Context: an optimization exercise on an open-source flow, tuned for small area, a short achievable clock period and few clock cycles. The choices shown serve that exercise and are no tape-out recipe.
RTL that was checked went through simulation tests only; none was proved equivalent to the original.
No activity file was given, so power comes from the tool's default toggle rates.

== job 105 ==
// wire_codec
module wire_codec (
    input  wire        clk,
    input  wire        rst,             
    input  wire        start,
    input  wire [2:0]  start_op,
    input  wire [7:0]  start_n,         
    input  wire [15:0] start_cmd,       
    input  wire [7:0]  start_addr,      
    input  wire [7:0]  start_crc,       
    output reg         busy,
    input  wire        in_valid,
    input  wire [7:0]  in_data,
    output reg         in_ready,
    output reg         out_valid,
    output reg  [7:0]  out_data,
    input  wire        out_ready,
    output reg         done,
    output wire [15:0] status,
    output wire [7:0]  res_crc,
    output wire [7:0]  res_len
);
    localparam [2:0] OP_CRC_GEN   = 3'd0,
                     OP_CRC_CHECK = 3'd1,
                     OP_I2C_WRITE = 3'd2,
                     OP_I2C_READ  = 3'd3,
                     OP_SHDLC_TX  = 3'd4;
    function [7:0] crc_step;
        input [7:0] acc;
        input [7:0] b;
        integer k;
        reg [7:0] a;
        begin
            a = acc ^ b;
            for (k = 0; k < 8; k = k + 1) begin
                if (a[7]) a = {a[6:0], 1'b0} ^ 8'h31;
                else      a = {a[6:0], 1'b0};
  ...
Size in the first run: roughly 620 cells after synthesis, ~81 flip-flops, roughly 100 I/O pins.
clock: 5.0 ns
lec_check: 0
cap_margin: 20
core_margin: 2
core_utilization: 30
setup_slack_margin: 3.0
slew_margin: 20
tns_end_percent: 0
standard.sh (not shown) runs the stock make flow with config.mk's settings and CLKGATE_MAP_FILE= SYNTH_SCRIPT=/design/flow/synth_recipe.tcl, a recipe that flattens the netlist after the stock synthesis.
==> flow/flow/run.sh <==
#!/bin/bash
# Standard layout, with the port buffers made from buf_4 cells instead of the smallest buffer.
set -euo pipefail
export BUFFER_PORTS_ARGS="-buffer_cell sky130_fd_sc_hd__buf_4"
bash standard.sh > standard_flow.log 2>&1
Job 105: all stages complete, timing, DRC and antenna checks passed
Testbench counts of job 105, summed over its fixed seeds: cycles 31,410.
Edits applied to the flow inputs when going from job 105 to job 102:
--- a/flow/design.v
+++ b/flow/design.v
@@ -3,22 +3,22 @@
     input  wire        rst,             
     input  wire        start,
     input  wire [2:0]  start_op,
     input  wire [7:0]  start_n,         
     input  wire [15:0] start_cmd,       
     input  wire [7:0]  start_addr,      
     input  wire [7:0]  start_crc,       
-    output reg         busy,
+    output wire        busy,
     input  wire        in_valid,
     input  wire [7:0]  in_data,
     output reg         in_ready,
     output reg         out_valid,
     output reg  [7:0]  out_data,
     input  wire        out_ready,
-    output reg         done,
+    output wire        done,
     output wire [15:0] status,
     output wire [7:0]  res_crc,
     output wire [7:0]  res_len
 );
     localparam [2:0] OP_CRC_GEN   = 3'd0,
                      OP_CRC_CHECK = 3'd1,
                      OP_I2C_WRITE = 3'd2,
@@ -81,14 +81,18 @@
     reg       sk_valid;    
     reg [7:0] sk_data;
     assign status  = {14'd0, bcnt, bad};
     assign res_crc = acc;
     assign res_len = {1'b0, nlen, 1'b0};
     wire s_thdr = s_th0 | s_th1 | s_th2;
     wire s_t    = s_thdr | s_tpay | s_tchk | s_teof;
+    reg  busy_r, done_r;
+    wire fin_now = s_fin && !sk_valid && (!out_valid || out_ready);
+    assign busy  = busy_r && !fin_now;
+    assign done  = done_r || fin_now;
     wire take   = in_valid && in_ready;
     wire accept = start && !busy;
     wire a_crc  = (start_op == OP_CRC_GEN) || (start_op == OP_CRC_CHECK);
     wire a_chk  = (start_op == OP_CRC_CHECK);
     wire a_i2c  = (start_op == OP_I2C_WRITE) || (start_op == OP_I2C_READ);
     wire a_wr   = (start_op == OP_I2C_WRITE);
     wire a_rd   = (start_op == OP_I2C_READ);
@@ -123,16 +127,15 @@
     wire wc_go  = (s_wcmd | s_wcrc) && room1;
     wire push2  = r_ok;
     wire push1  = (accept && ((a_wr && !a_bcnt) || a_tx))
                 | wc_go | (take && (s_whi | s_wlo))
                 | t_go | eof_go | esc_go | push2;
     wire [7:0] b1 = use_k ? k_byte : data_byte;
     wire r_last = r_take && cnt1;
-    wire finish = (s_fin && nfree)
-                | (s_crc && ((take && cnt1) || cnt0))
+    wire finish = (s_crc && ((take && cnt1) || cnt0))
                 | (s_rhi && cnt0)
                 | (r_last && !r_ok && nfree);
     wire to_fin = (accept && a_bcnt)
                 | (s_wcmd && room1 && cnt0)
                 | (s_wcrc && room1 && cnt1)
                 | (r_last && (r_ok || !nfree))
                 | eof_go
@@ -160,16 +163,16 @@
     always @(posedge clk) begin
         if (!out_valid || out_ready)
             out_data <= sk_valid ? sk_data : b1;
         if (!sk_valid)
             sk_data <= push2 ? p1 : b1;
         out_valid <= out_valid_d;
         sk_valid  <= sk_valid_d;
-        busy   <= accept || (busy && !finish);
-        done   <= finish;
+        busy_r <= accept || (busy && !finish);
+        done_r <= finish;
         s_fin  <= to_fin;
         s_crc  <= (accept && a_crc) || (s_crc && !finish);
         s_wcmd <= (accept && a_wr && !a_bcnt) || (s_wcmd && !room1);
         s_whi  <= (s_wcmd && room1 && !cnt0) || (s_wcrc && room1 && !cnt1) || (s_whi && !take);
         s_wlo  <= (s_whi && take) || (s_wlo && !take);
         s_wcrc <= (s_wlo && take) || (s_wcrc && !room1);
         s_rhi  <= (accept && a_rd && !a_bcnt) || (s_rhi && !take && !cnt0) || (r_take && !cnt1);
@@ -208,16 +211,16 @@
             nlen <= nlen + 6'd1;
         inc <= r_ok;
         if (t_go) begin
             esc6 <= data_byte[6];
             esc1 <= data_byte[1];
         end
         if (rst) begin
-            busy      <= 1'b0;
-            done      <= 1'b0;
+            busy_r    <= 1'b0;
+            done_r    <= 1'b0;
             in_ready  <= 1'b0;
             out_valid <= 1'b0;
             sk_valid  <= 1'b0;
             esc       <= 1'b0;
             inc       <= 1'b0;
             s_fin     <= 1'b0;
             s_crc     <= 1'b0;
## What came out
In job 102 the worst-path maximum fanout turned out 3 lower than in job 105. Sort job 105 and job 102 by starting utilization of the core area, ascending, and job 105 comes first. On worst hold slack across all endpoints, job 105 loses to job 102. Leakage dissipation (job 102 vs. job 105) decreases slightly. Compared with job 105, in job 102 sequential power saw a decrease, die area now sits higher.
Function not checked in job 102: the RTL went through the layout flow alone.

---

## ember
wire_codec, a different RTL version from the one above (not shown whole).
Size: roughly 590 cells after synthesis, ~75 flip-flops, about 0.0052 mm^2 of cells after synthesis.
==> flow/config.mk <==
export PLATFORM = sky130hd
export DESIGN_NAME = wire_codec
export DESIGN_NICKNAME = wire_codec
export VERILOG_FILES = /design/flow/design.v
export SDC_FILE = /design/flow/constraint.sdc
export NUM_CORES = 4
export LEC_CHECK = 0
export CAP_MARGIN = 20
export CORE_MARGIN = 2
export CORE_UTILIZATION = 30
export CTS_BUF_LIST = sky130_fd_sc_hd__clkbuf_8
export SETUP_SLACK_MARGIN = 2.5
export SLEW_MARGIN = 20
export TNS_END_PERCENT = 0
==> flow/constraint.sdc <==
create_clock -name core_clock -period 5.0 [get_ports {clk}]
set_input_delay 1.0000 -clock core_clock [delete_from_list [all_inputs] [get_ports {clk}]]
set_output_delay 1.0000 -clock core_clock [all_outputs]
set_load 0.01 [all_outputs]
==> flow/flow/run.sh <==
#!/bin/bash
# Standard layout, with the port buffers made from buf_2 cells instead of the smallest buffer.
set -euo pipefail
export BUFFER_PORTS_ARGS="-buffer_cell sky130_fd_sc_hd__buf_2"
bash standard.sh > standard_flow.log 2>&1
ember reached the end of the flow, and the finished layout is clean on the timing, DRC and antenna checks.
Testbench counts of ember, summed over its fixed seeds: cycles 29,678.
Input changes introduced in willow (baseline for comparison: ember):
--- a/flow/design.v
+++ b/flow/design.v
@@ -95,25 +95,24 @@
     reg       ir_any;      
     reg       ir_out;      
     reg [7:0] cnt;         
     reg [7:0] acc;         
     reg [7:0] p0, p1;      
     reg       chk;         
     reg       bad;         
     reg       bcnt;        
     reg       lo_pend;     
     reg       esc;         
     reg       esc6, esc1;  
     reg [5:0] nlen;        
-    reg       inc;         
     assign status  = {14'd0, bcnt, bad};
     assign res_crc = acc;
     assign res_len = {1'b0, nlen, 1'b0};
     wire of      = !out_valid || out_ready;    
     wire fin_now = s_fin && !lo_pend && of;    
     assign busy     = bz_any && !(dn_out && out_ready);
     assign done     = dn_any || (dn_out && out_ready);
     assign in_ready = ir_any || (ir_out && out_ready);
     wire s_thdr = s_th0 | s_th1 | s_th2;
     wire take   = in_valid && in_ready;
     wire accept = start && !busy;
     wire sidle  = !bz_any || dn_out;
@@ -224,41 +223,39 @@
             p1 <= a_chk ? crc_unstep(start_crc) : start_cmd[7:0];
         else if ((s_rlo && take) || (s_thdr && t_go))
             p1 <= s_thdr ? cnt : in_data;
         if (sacc)
             cnt <= a_i2c ? {1'b0, start_n[7:1]} : start_n;
         else if ((take && (s_crc | s_rcrc | s_tpay)) || (s_wcrc && of))
             cnt <= cnt - 8'd1;
         if (sacc)
             chk  <= a_chk;
         if (accept) begin
             bcnt <= a_bcnt;
             nlen <= 6'd0;
-        end else if (inc)
+        end else if (r_ok)
             nlen <= nlen + 6'd1;
-        inc <= r_ok;
         if (t_go) begin
             esc6 <= data_byte[6];
             esc1 <= data_byte[1];
         end
         if (rst) begin
             bz_any    <= 1'b0;
             dn_any    <= 1'b0;
             dn_out    <= 1'b0;
             ir_any    <= 1'b0;
             ir_out    <= 1'b0;
             out_valid <= 1'b0;
             lo_pend   <= 1'b0;
             esc       <= 1'b0;
-            inc       <= 1'b0;
             s_fin     <= 1'b0;
             s_crc     <= 1'b0;
             s_wcmd    <= 1'b0;
             s_whi     <= 1'b0;
             s_wlo     <= 1'b0;
             s_wcrc    <= 1'b0;
             s_rhi     <= 1'b0;
             s_rlo     <= 1'b0;
             s_rcrc    <= 1'b0;
             s_th0     <= 1'b0;
             s_th1     <= 1'b0;
             s_th2     <= 1'b0;
### Flow results
The power density relative to cell area on willow is in line with that on ember. willow vs ember — logic depth of the worst path, buffers included rose 3. The biggest cell delay along the critical path reported for willow is greater than that of ember by 0.42 ns. willow gives less sequential share of cell area than ember did. Compared with ember, power in the clock group in willow increased by a few percent. | core utilization | higher: willow |.
For willow, only the layout was checked, not whether the RTL still works.

[afterwards: timing with drivers on the ports]
The flow's constraints put no driver on any port. The routed layouts listed below were extracted and timed again, unchanged, in two steps. Step 1 (the two cells are an assumption about what drives the block):
set clk [get_ports {clk}]
set_driving_cell -lib_cell sky130_fd_sc_hd__clkbuf_16 $clk
set_driving_cell -lib_cell sky130_fd_sc_hd__buf_2 [delete_from_list [all_inputs] $clk]
Step 2 moves the port delays by t, midway between the first and last clock arrival at a register: inputs arrive t later, outputs are due t later. That takes back most of the time a late clock gives input paths. Three values: ideal, step 1, step 2; two values: the first two.
| run | t (ns) | slack for setup (ns) | hold WS [ns] | worst register clock-pin slew, ns | worst data-port slew with drivers (ns) |
|---|---|---|---|---|---|
| job 105 | 0.390 | 2.571 / 2.579 / 2.189 | 0.487 / 0.487 / 0.487 | 0.07 / 0.07 | 0.07 |
| job 102 | 0.392 | 2.325 / 2.280 / 2.044 | 0.504 / 0.504 / 0.504 | 0.07 / 0.07 | 0.06 |
| ember | 0.402 | 2.510 / 2.491 / 2.155 | 0.486 / 0.486 / 0.486 | 0.09 / 0.09 | 0.04 |
| willow | 0.392 | 2.332 / 2.315 / 1.923 | 0.496 / 0.496 / 0.496 | 0.08 / 0.08 | 0.06 |
After both steps every run listed still meets setup and hold. For willow, which loses most, drivers alone change the setup slack by -0.017 ns; drivers and shift together by -0.409 ns.
